From an optimization exercise on the open Yosys and OpenROAD flow, aimed at small area; shortcuts taken in it are not production practice.
Function was checked by simulation only, so behaviour that the tests miss may differ from the original.

==> try-fjord <==
==> flow/design.v <==
module scd41_meas_decoder (
    input  wire        clk,
    input  wire        rst,
    input  wire        in_valid,
    input  wire [7:0]  in_data,
    output wire        in_ready,
    output reg         out_valid,
    output reg  [15:0] co2,
    output reg  [15:0] raw_t,
    output reg  [15:0] raw_rh,
    output wire [31:0] temp,
    output wire [31:0] rh
);
    reg [4:0]  g;
    reg [3:0]  n;         
    reg        f;         
    reg [3:0]  st;
    reg [15:0] rc, rt, rr;
    reg [23:0] w;
    reg [31:0] rtf, rrf;
    reg        cy, ea, sign;
    reg [4:0]  u;
    reg [27:0] rh_q;
    reg [28:0] temp_q;
    wire rh_e654 = !rh_q[27] && (rh_q[26:23] != 4'd0);
    assign rh   = {1'b0, rh_q[27], {3{rh_e654}}, rh_q[26:0]};
    assign temp = {temp_q[28:27], {3{~temp_q[27]}}, temp_q[26:0]};
    wire       ch = st[3];
    wire [2:0] sc = st[2:0];
    wire       g0  = (g == 5'd0);
    wire       g16 = (g == 5'd16);
    wire       g30 = (g == 5'd30);
    wire       g31 = (g == 5'd31);
    reg is_data, hi, n_ge5;
    always @(*) begin
        case (n)
            4'd0, 4'd3, 4'd6: begin is_data = 1'b1; hi = 1'b1; end
            4'd1, 4'd4, 4'd7: begin is_data = 1'b1; hi = 1'b0; end
            default:          begin is_data = 1'b0; hi = 1'b0; end
        endcase
        n_ge5 = (n == 4'd5) || (n == 4'd6) || (n == 4'd7) || (n == 4'd8);
    end
    wire n8 = (n == 4'd8);
    wire acc = n8 ? (ch && st != 4'b1111) : (n != 4'd9);
    wire wr  = in_valid && acc && is_data && (g[3] == hi);
    assign in_ready = acc && (!is_data || (g[3] == hi && g[2:0] == 3'd7 && f));
    wire take   = in_valid && in_ready;
    wire in_bit = in_data[g[2:0]];
    wire wr_c = wr && (n[3:1] == 3'd0);
    wire wr_t = wr && (n == 4'd3 || n == 4'd4);
    wire wr_r = wr && (n == 4'd6 || n == 4'd7);
    wire run   = (st[2:1] != 2'b11);                 
    wire prod  = run && !sc[2];
    wire first = run && sc == 3'd0;
    wire pg    = run && sc == 3'd4;
    wire em    = run && sc == 3'd5;
    wire lo16  = !g[4];
    wire act   = !(g[4] && g[3]);                    
    wire [2:0] i = g[2:0];
    reg tap, msk, neg;
    always @(*) begin
        case ({ch, sc[1:0]})
            3'b000:  begin tap = rt[9];  msk = (i != 3'd7);            neg = 1'b0; end  
            3'b001:  begin tap = rt[11]; msk = (i[2:1] != 2'b11) && (i != 3'd5); neg = 1'b0; end  
            3'b010:  begin tap = rt[12]; msk = !i[2];                  neg = 1'b0; end  
            3'b011:  begin tap = rt[0];  msk = 1'b0;                   neg = 1'b1; end  
            3'b100:  begin tap = rr[9];  msk = (i != 3'd7);            neg = 1'b0; end  
            3'b101:  begin tap = rr[11]; msk = (i[2:1] != 2'b11) && (i != 3'd5); neg = 1'b1; end  
            3'b110:  begin tap = rr[14]; msk = (i[2:1] == 2'b00);      neg = 1'b0; end  
            default: begin tap = 1'b0;   msk = 1'b0;                   neg = 1'b0; end
        endcase
    end
    localparam [7:0] K_Q   = 8'd211;    
    localparam [7:0] K_EXP = 8'd111;    
    wire op   = neg ^ (tap & (lo16 || msk));
    wire fa_a = first ? (!lo16 && !ch && K_Q[i]) : (lo16 ? w[0] : w[16]);
    wire fa_c = g0 ? (!first && ea) : cy;
    wire fa_s = fa_a ^ op ^ fa_c;
    wire fa_o = (fa_a & op) | (fa_a & fa_c) | (op & fa_c);
    wire hc   = g0 ? ea : cy;
    wire hs   = w[0] ^ hc;
    wire ho   = w[0] & hc;
    wire sbit = (lo16 ? hs : w[16]) ^ sign;
    wire found = |u;
    wire c3   = (g[2] & u[2]) | ((g[2] | u[2]) & ((g[1] & u[1]) | ((g[1] | u[1]) & g[0] & u[0])));
    wire qsel = u[4] && g[4] && !g[3] && c3;
    wire src  = qsel ? w[16 + u[2:0]] : w[{~u[3], u[2:0]}];
    wire ebit = src ^ sign;
    reg  ub;
    always @(*) begin
        case (i)
            3'd0: ub = u[0];
            3'd1: ub = u[1];
            3'd2: ub = u[2];
            3'd3: ub = u[3];
            3'd4: ub = u[4];
            default: ub = 1'b0;
        endcase
    end
    wire kb = K_EXP[i];
    reg  eout, ecy;
    always @(*) begin
        if (g0) begin
            eout = sign;
            ecy  = ebit;
        end else if (act) begin
            eout = ebit ^ cy;
            ecy  = ebit & cy;
        end else begin
            eout = ub ^ kb ^ cy;
            ecy  = (ub & kb) | (ub & cy) | (kb & cy);
        end
        if (!found)
            eout = 1'b0;
    end
    always @(posedge clk) begin
        rc  <= {wr_c ? in_bit : rc[0], rc[15:1]};
        rt  <= {wr_t ? in_bit : rt[0], rt[15:1]};
        rr  <= {wr_r ? in_bit : rr[0], rr[15:1]};
        w[14:0]  <= w[15:1];
        w[15]    <= (prod && lo16) ? fa_s : (pg && lo16) ? hs : w[0];
        w[22:16] <= w[23:17];
        w[23]    <= (prod && !lo16 && act) ? fa_s : w[16];
        rtf <= {(em && !ch) ? eout : rtf[0], rtf[31:1]};
        rrf <= {(em &&  ch) ? eout : rrf[0], rrf[31:1]};
        cy <= (prod && act) ? fa_o : (pg && lo16) ? ho : ecy;
        if (prod && g16)
            ea <= cy;
        if (prod && g30)
            sign <= w[16] & w[17];
        if (pg && act && (g0 || sbit))
            u <= sbit ? g : 5'd0;
        if (rst) begin
            g         <= 5'd0;
            n         <= 4'd0;
            f         <= 1'b0;
            st        <= 4'b1111;
            out_valid <= 1'b0;
        end else begin
            g <= g + 5'd1;
            f <= (g[2:0] == 3'd0) ? wr : (f && wr);
            if (take) begin
                n <= n + 4'd1;
            end
            out_valid <= 1'b0;
            if (g31) begin
                if (st == 4'b1111) begin
                    if (n_ge5)
                        st <= 4'b0000;
                end else if (st == 4'b0101) begin
                    if (n8)
                        st <= 4'b1000;
                end else if (st != 4'b1110)
                    st <= (st == 4'b1101) ? 4'b1110 : st + 4'd1;
            end
            if (st == 4'b1110 && g0 && n == 4'd9) begin
                co2       <= rc;
                raw_t     <= rt;
                raw_rh    <= rr;
                temp_q    <= {rtf[0], rtf[31], rtf[27:1]};
                rh_q      <= {rrf[31], rrf[27:1]};
                out_valid <= 1'b1;
                n         <= 4'd0;
                st        <= 4'b1111;
            end
        end
    end
endmodule
==> flow/flow/run.sh <==
#!/bin/bash
# The standard ORFS layout (standard.sh) with these changes:
#  - synthesis is synth_recipe.tcl unchanged except that ABC maps for area
#    only (flow/abc_area.script: no buffering or sizing, no delay target),
#    and the full-adder extraction is skipped (ADDER_MAP_FILE empty);
#  - ports are buffered with buf_1 instead of the flow's default buffer;
#  - CTS clusters sinks with small clock buffers and no dummy loads.
set -euo pipefail
here=$(pwd)
{
  head -n 1 synth_recipe.tcl
  echo 'proc abc {args} {'
  echo '  set i [lsearch $args -script]'
  echo "  if {\$i >= 0} { lset args [expr {\$i + 1}] $here/flow/abc_area.script }"
  echo '  set j [lsearch $args -D]'
  echo '  if {$j >= 0} { set args [lreplace $args $j [expr {$j + 1}]] }'
  echo '  yosys abc {*}$args'
  echo '}'
  tail -n +2 synth_recipe.tcl
} > synth_area.tcl
bash standard.sh \
  "SYNTH_SCRIPT=$here/synth_area.tcl" \
  'ADDER_MAP_FILE=' \
  'BUFFER_PORTS_ARGS=-buffer_cell sky130_fd_sc_hd__buf_1' \
  'CTS_ARGS=-sink_clustering_enable -repair_clock_nets -dont_use_dummy_load -sink_clustering_size 20 -sink_clustering_max_diameter 60 -buf_list {sky130_fd_sc_hd__clkbuf_8}' \
  finish > standard_flow.log 2>&1
==> flow/flow/abc_area.script <==
strash; dch -f; amap; topo
==> flow/standard.sh <==
#!/bin/bash
# synth_recipe.tcl (not shown) runs the flow's synth.tcl, then flattens the netlist and writes it again
# the make line also repeats each setting of config.mk as NAME=value (left out here)
make -C /OpenROAD-flow-scripts/flow DESIGN_CONFIG=/design/flow/config.mk WORK_HOME=/design/flow/orfs CLKGATE_MAP_FILE= SYNTH_SCRIPT=/design/flow/synth_recipe.tcl "${@:-finish}"
==> flow/config.mk <==
export PLATFORM = sky130hd
export DESIGN_NAME = scd41_meas_decoder
export DESIGN_NICKNAME = scd41_meas_decoder
export VERILOG_FILES = /design/flow/design.v
export SDC_FILE = /design/flow/constraint.sdc
export NUM_CORES = 4
export LEC_CHECK = 0
export ABC_AREA = 1
export CAP_MARGIN = 20
export CORE_MARGIN = 2
export CORE_UTILIZATION = 40
export PLACE_DENSITY = 0.6
export SLEW_MARGIN = 20
==> flow/constraint.sdc <==
create_clock -name core_clock -period 10.0 [get_ports {clk}]
set_input_delay 2.0000 -clock core_clock [delete_from_list [all_inputs] [get_ports {clk}]]
set_output_delay 2.0000 -clock core_clock [all_outputs]
set_load 0.01 [all_outputs]
==> inputs of try-tundra, as changes to try-fjord <==
==> flow/design.v, changed modules only <==
module scd41_meas_decoder (
    input  wire        clk,
    input  wire        rst,
    input  wire        in_valid,
    input  wire [7:0]  in_data,
    output wire        in_ready,
    output reg         out_valid,
    output reg  [15:0] co2,
    output reg  [15:0] raw_t,
    output reg  [15:0] raw_rh,
    output wire [31:0] temp,
    output wire [31:0] rh
);
    reg [4:0]  g;
    reg [3:0]  n;
    reg        f;         
    reg [3:0]  st;
    reg [15:0] rc, rt, rr;
    reg [23:0] w;
    reg [31:0] rtf;
    reg [15:0] rm16;
    reg [7:0]  rm8;
    reg        cy, sign;
    reg [4:0]  u;
    reg [27:0] rh_q;
    reg [28:0] temp_q;
    wire rh_e654 = !rh_q[27] && (rh_q[26:23] != 4'd0);
    assign rh   = {1'b0, rh_q[27], {3{rh_e654}}, rh_q[26:0]};
    assign temp = {temp_q[28:27], {3{~temp_q[27]}}, temp_q[26:0]};
    wire       ch = st[3];
    wire [2:0] sc = st[2:0];
    wire       g0  = (g == 5'd0);
    wire       g16 = (g == 5'd16);
    wire       g30 = (g == 5'd30);
    wire       g31 = (g == 5'd31);
    wire       ea  = rm16[0];      
    wire is_data = !n[1];
    wire hi      = !n[1] && !n[0];
    wire n_ge5   = n[3] || (n[2] && n[1]);        
    wire n8      = (n == 4'b1010);                 
    wire n9      = n[3] && n[2];
    wire acc = n8 ? (ch && st != 4'b1111) : !n9;
    wire wr  = in_valid && acc && is_data && (g[3] == hi);
    assign in_ready = acc && (!is_data || (g[3] == hi && g[2:0] == 3'd7 && f));
    wire take   = in_valid && in_ready;
    wire in_bit = in_data[g[2:0]];
    wire wr_c = wr && n[3:2] == 2'd0;
    wire wr_t = wr && n[3:2] == 2'd1;
    wire wr_r = wr && n[3:2] == 2'd2;
    wire run   = (st[2:1] != 2'b11);                 
    wire prod  = run && !sc[2];
    wire first = run && sc == 3'd0;
    wire pg    = run && sc == 3'd4;
    wire em    = run && sc == 3'd5;
    wire lo16  = !g[4];
    wire act   = !(g[4] && g[3]);                    
    wire [2:0] i = g[2:0];
    localparam [7:0] K_Q   = 8'd210;    
    localparam [7:0] K_EXP = 8'd111;    
    reg tap, msk, neg;
    always @(*) begin
        case ({ch, sc[1:0]})
            3'b000:  begin tap = rt[9];  msk = (i != 3'd7);            neg = 1'b0; end  
            3'b001:  begin tap = rt[11]; msk = (i[2:1] != 2'b11) && (i != 3'd5); neg = 1'b0; end  
            3'b010:  begin tap = rt[12]; msk = !i[2];                  neg = 1'b0; end  
            3'b011:  begin tap = rt[0];  msk = 1'b0;                   neg = lo16 || K_Q[i]; end  
            3'b100:  begin tap = rr[9];  msk = (i != 3'd7);            neg = 1'b0; end  
            3'b101:  begin tap = rr[11]; msk = (i[2:1] != 2'b11) && (i != 3'd5); neg = 1'b1; end  
            3'b110:  begin tap = rr[14]; msk = (i[2:1] == 2'b00);      neg = 1'b0; end  
            default: begin tap = 1'b0;   msk = 1'b0;                   neg = 1'b0; end
        endcase
    end
    wire op   = neg ^ (tap & (lo16 || msk));
    wire found = |u;
    wire c3   = (g[2] & u[2]) | ((g[2] | u[2]) & ((g[1] & u[1]) | ((g[1] | u[1]) & g[0] & u[0])));
    wire qsel = u[4] && g[4] && !g[3] && c3;
    wire src  = qsel ? w[16 + u[2:0]] : w[{~u[3], u[2:0]}];
    wire ebit = src ^ sign;
    reg  ub;
    always @(*) begin
        case (i)
            3'd0: ub = u[0];
            3'd1: ub = u[1];
            3'd2: ub = u[2];
            3'd3: ub = u[3];
            3'd4: ub = u[4];
            default: ub = 1'b0;
        endcase
    end
    wire kb = K_EXP[i];
    wire ad_a = em ? (act ? ebit : ub) : (!first && (lo16 ? w[0] : w[16]));
    wire ad_b = prod ? op : (em && (g0 || (!act && kb && found)));
    wire ad_c = g0 ? (!em && !first && ea) : cy;
    wire ad_s = ad_a ^ ad_b ^ ad_c;
    wire ad_o = (ad_a & ad_b) | (ad_a & ad_c) | (ad_b & ad_c);
    wire eout = g0 ? sign : ad_s;
    wire sbit = ad_s ^ sign;           
    always @(posedge clk) begin
        rc  <= {wr_c ? in_bit : rc[0], rc[15:1]};
        rt  <= {wr_t ? in_bit : rt[0], rt[15:1]};
        rr  <= {wr_r ? in_bit : rr[0], rr[15:1]};
        w[14:0]  <= w[15:1];
        w[15]    <= ((prod || pg) && lo16) ? ad_s : w[0];
        w[22:16] <= w[23:17];
        w[23]    <= (!lo16 && (act ? (prod || pg) : (em && ch))) ? ad_s : w[16];
        rtf  <= {(em && !ch) ? eout : rtf[0], rtf[31:1]};
        rm16 <= {(em && ch && lo16 && !g0) ? ad_s : (prod && g16) ? cy : rm16[0], rm16[15:1]};
        rm8  <= {(em && ch && !lo16 && act) ? ad_s : rm8[0], rm8[7:1]};
        cy <= ad_o;
        if (prod && g30)
            sign <= w[16] & w[17];
        if (pg && act && (g0 || sbit))
            u <= sbit ? g : 5'd0;
        f <= (g[2:0] == 3'd0) ? wr : (f && wr);
        if (rst) begin
            g         <= 5'd0;
            n         <= 4'd0;
            st        <= 4'b1111;
            out_valid <= 1'b0;
        end else begin
            g <= g + 5'd1;
            if (take) begin
                n <= n[1] ? {n[3:2] + 2'd1, 2'd0} : {n[3:2], n[1:0] + 2'd1};
            end
            out_valid <= 1'b0;
            if (g31) begin
                if (st == 4'b1111) begin
                    if (n_ge5)
                        st <= 4'b0000;
                end else if (st == 4'b0101) begin
                    if (n8)
                        st <= 4'b1000;
                end else if (st != 4'b1110)
                    st <= (st == 4'b1101) ? 4'b1110 : st + 4'd1;
            end
            if (st == 4'b1110 && g0 && n9) begin
                co2       <= rc;
                raw_t     <= rt;
                raw_rh    <= rr;
                temp_q    <= {rtf[0], rtf[31], rtf[27:1]};
                rh_q      <= {w[23], w[19:16], rm8, rm16[15:1]};
                out_valid <= 1'b1;
                n         <= 4'd0;
                st        <= 4'b1111;
            end
        end
    end
endmodule
==> flow/flow/abc_area.script (replaced) <==
strash; dch -f; amap; mfs2; strash; dch -f; amap; topo
==> impl_metrics.json <==
{
  "ys_seq_elements": 255,
  "crit_cells": 15,
  "synth-compound-area-share": 0.0719,
  "clkCellAreaFrac": 0.0282,
  "cts.clk_slew.worst_paths_ns": 0.12,
  "rrSetupSlack_ns": 5.19,
  "m1WireLength_mm": 5.78,
  "vias_per_cell": 4.82,
  "outcome": "finished clean",
  "clockBufferCount": 17,
  "multi_input_area_um2": 980,
  "reg2reg_from": "u[0]",
  "p_comb_frac": 0.013,
  "num-multi-input-gates": 181,
  "peakVddDrop_mv": 0.0917,
  "dieArea_um2": 19500,
  "grt_pass1_wl_mm": 19.7,
  "whs_ns": 0.288,
  "min_to": "rt[2]",
  "worstPathCellList": "clkinv_1, a211oi_1, a221oi_1, a2111oi_0, nand3_1, o31ai_1, o21ai_0, a221oi_1, o21a_1, or2_0, nor2_1, a21oi_1, xor2_1, a2111oi_0, buf_4",
  "cts.sinks": 255
}
the above is filed under try-tundra

==> impl_metrics.json <==
{
  "p_comb_frac": 0.014,
  "peakVddDrop_mv": 0.0688,
  "clkCellAreaFrac": 0.0287,
  "reg2reg_from": "g[1]",
  "rrSetupSlack_ns": 6.16,
  "outcome": "finished clean",
  "grt_pass1_wl_mm": 20.6,
  "synth_top_family_by_area": "compound AO/OA/AOI/OAI gates",
  "min_to": "w[1]",
  "num-multi-input-gates": 190,
  "multi_input_area_um2": 1060,
  "clockBufferCount": 18,
  "cts.sinks": 264,
  "cts.clk_slew.worst_paths_ns": 0.11,
  "ys_seq_elements": 264,
  "m1WireLength_mm": 6.14,
  "crit_cells": 9
}
the above is filed under try-fjord

## static timing again, ports no longer ideal
In the flow no input, the clock included, has a driving cell. The finished layouts below were timed again as built, in two steps. Step 1 (the two cells are an assumption about what drives the block):
set clk [get_ports {clk}]
set_driving_cell -lib_cell sky130_fd_sc_hd__clkbuf_16 $clk
set_driving_cell -lib_cell sky130_fd_sc_hd__buf_2 [delete_from_list [all_inputs] $clk]
Step 2, shift: input delay + t, output delay - t, t = (earliest + latest rising clock arrival at the registers) / 2. This alone moves slack from input paths to output paths. Three values: ideal ports, drivers, drivers and shift; two values: the first two.
run	t (ns)	setup WS [ns]	latest minus earliest clock arrival (ns)	worst slew at a driven data input, ns	pins driven straight from the clock port
try-fjord	0.506	5.632 / 5.596 / 6.102	0.074 / 0.074	0.03	1
try-tundra	0.512	5.190 / 5.190 / 5.190	0.053 / 0.053	0.03	1
After both steps every run listed still meets setup and hold.
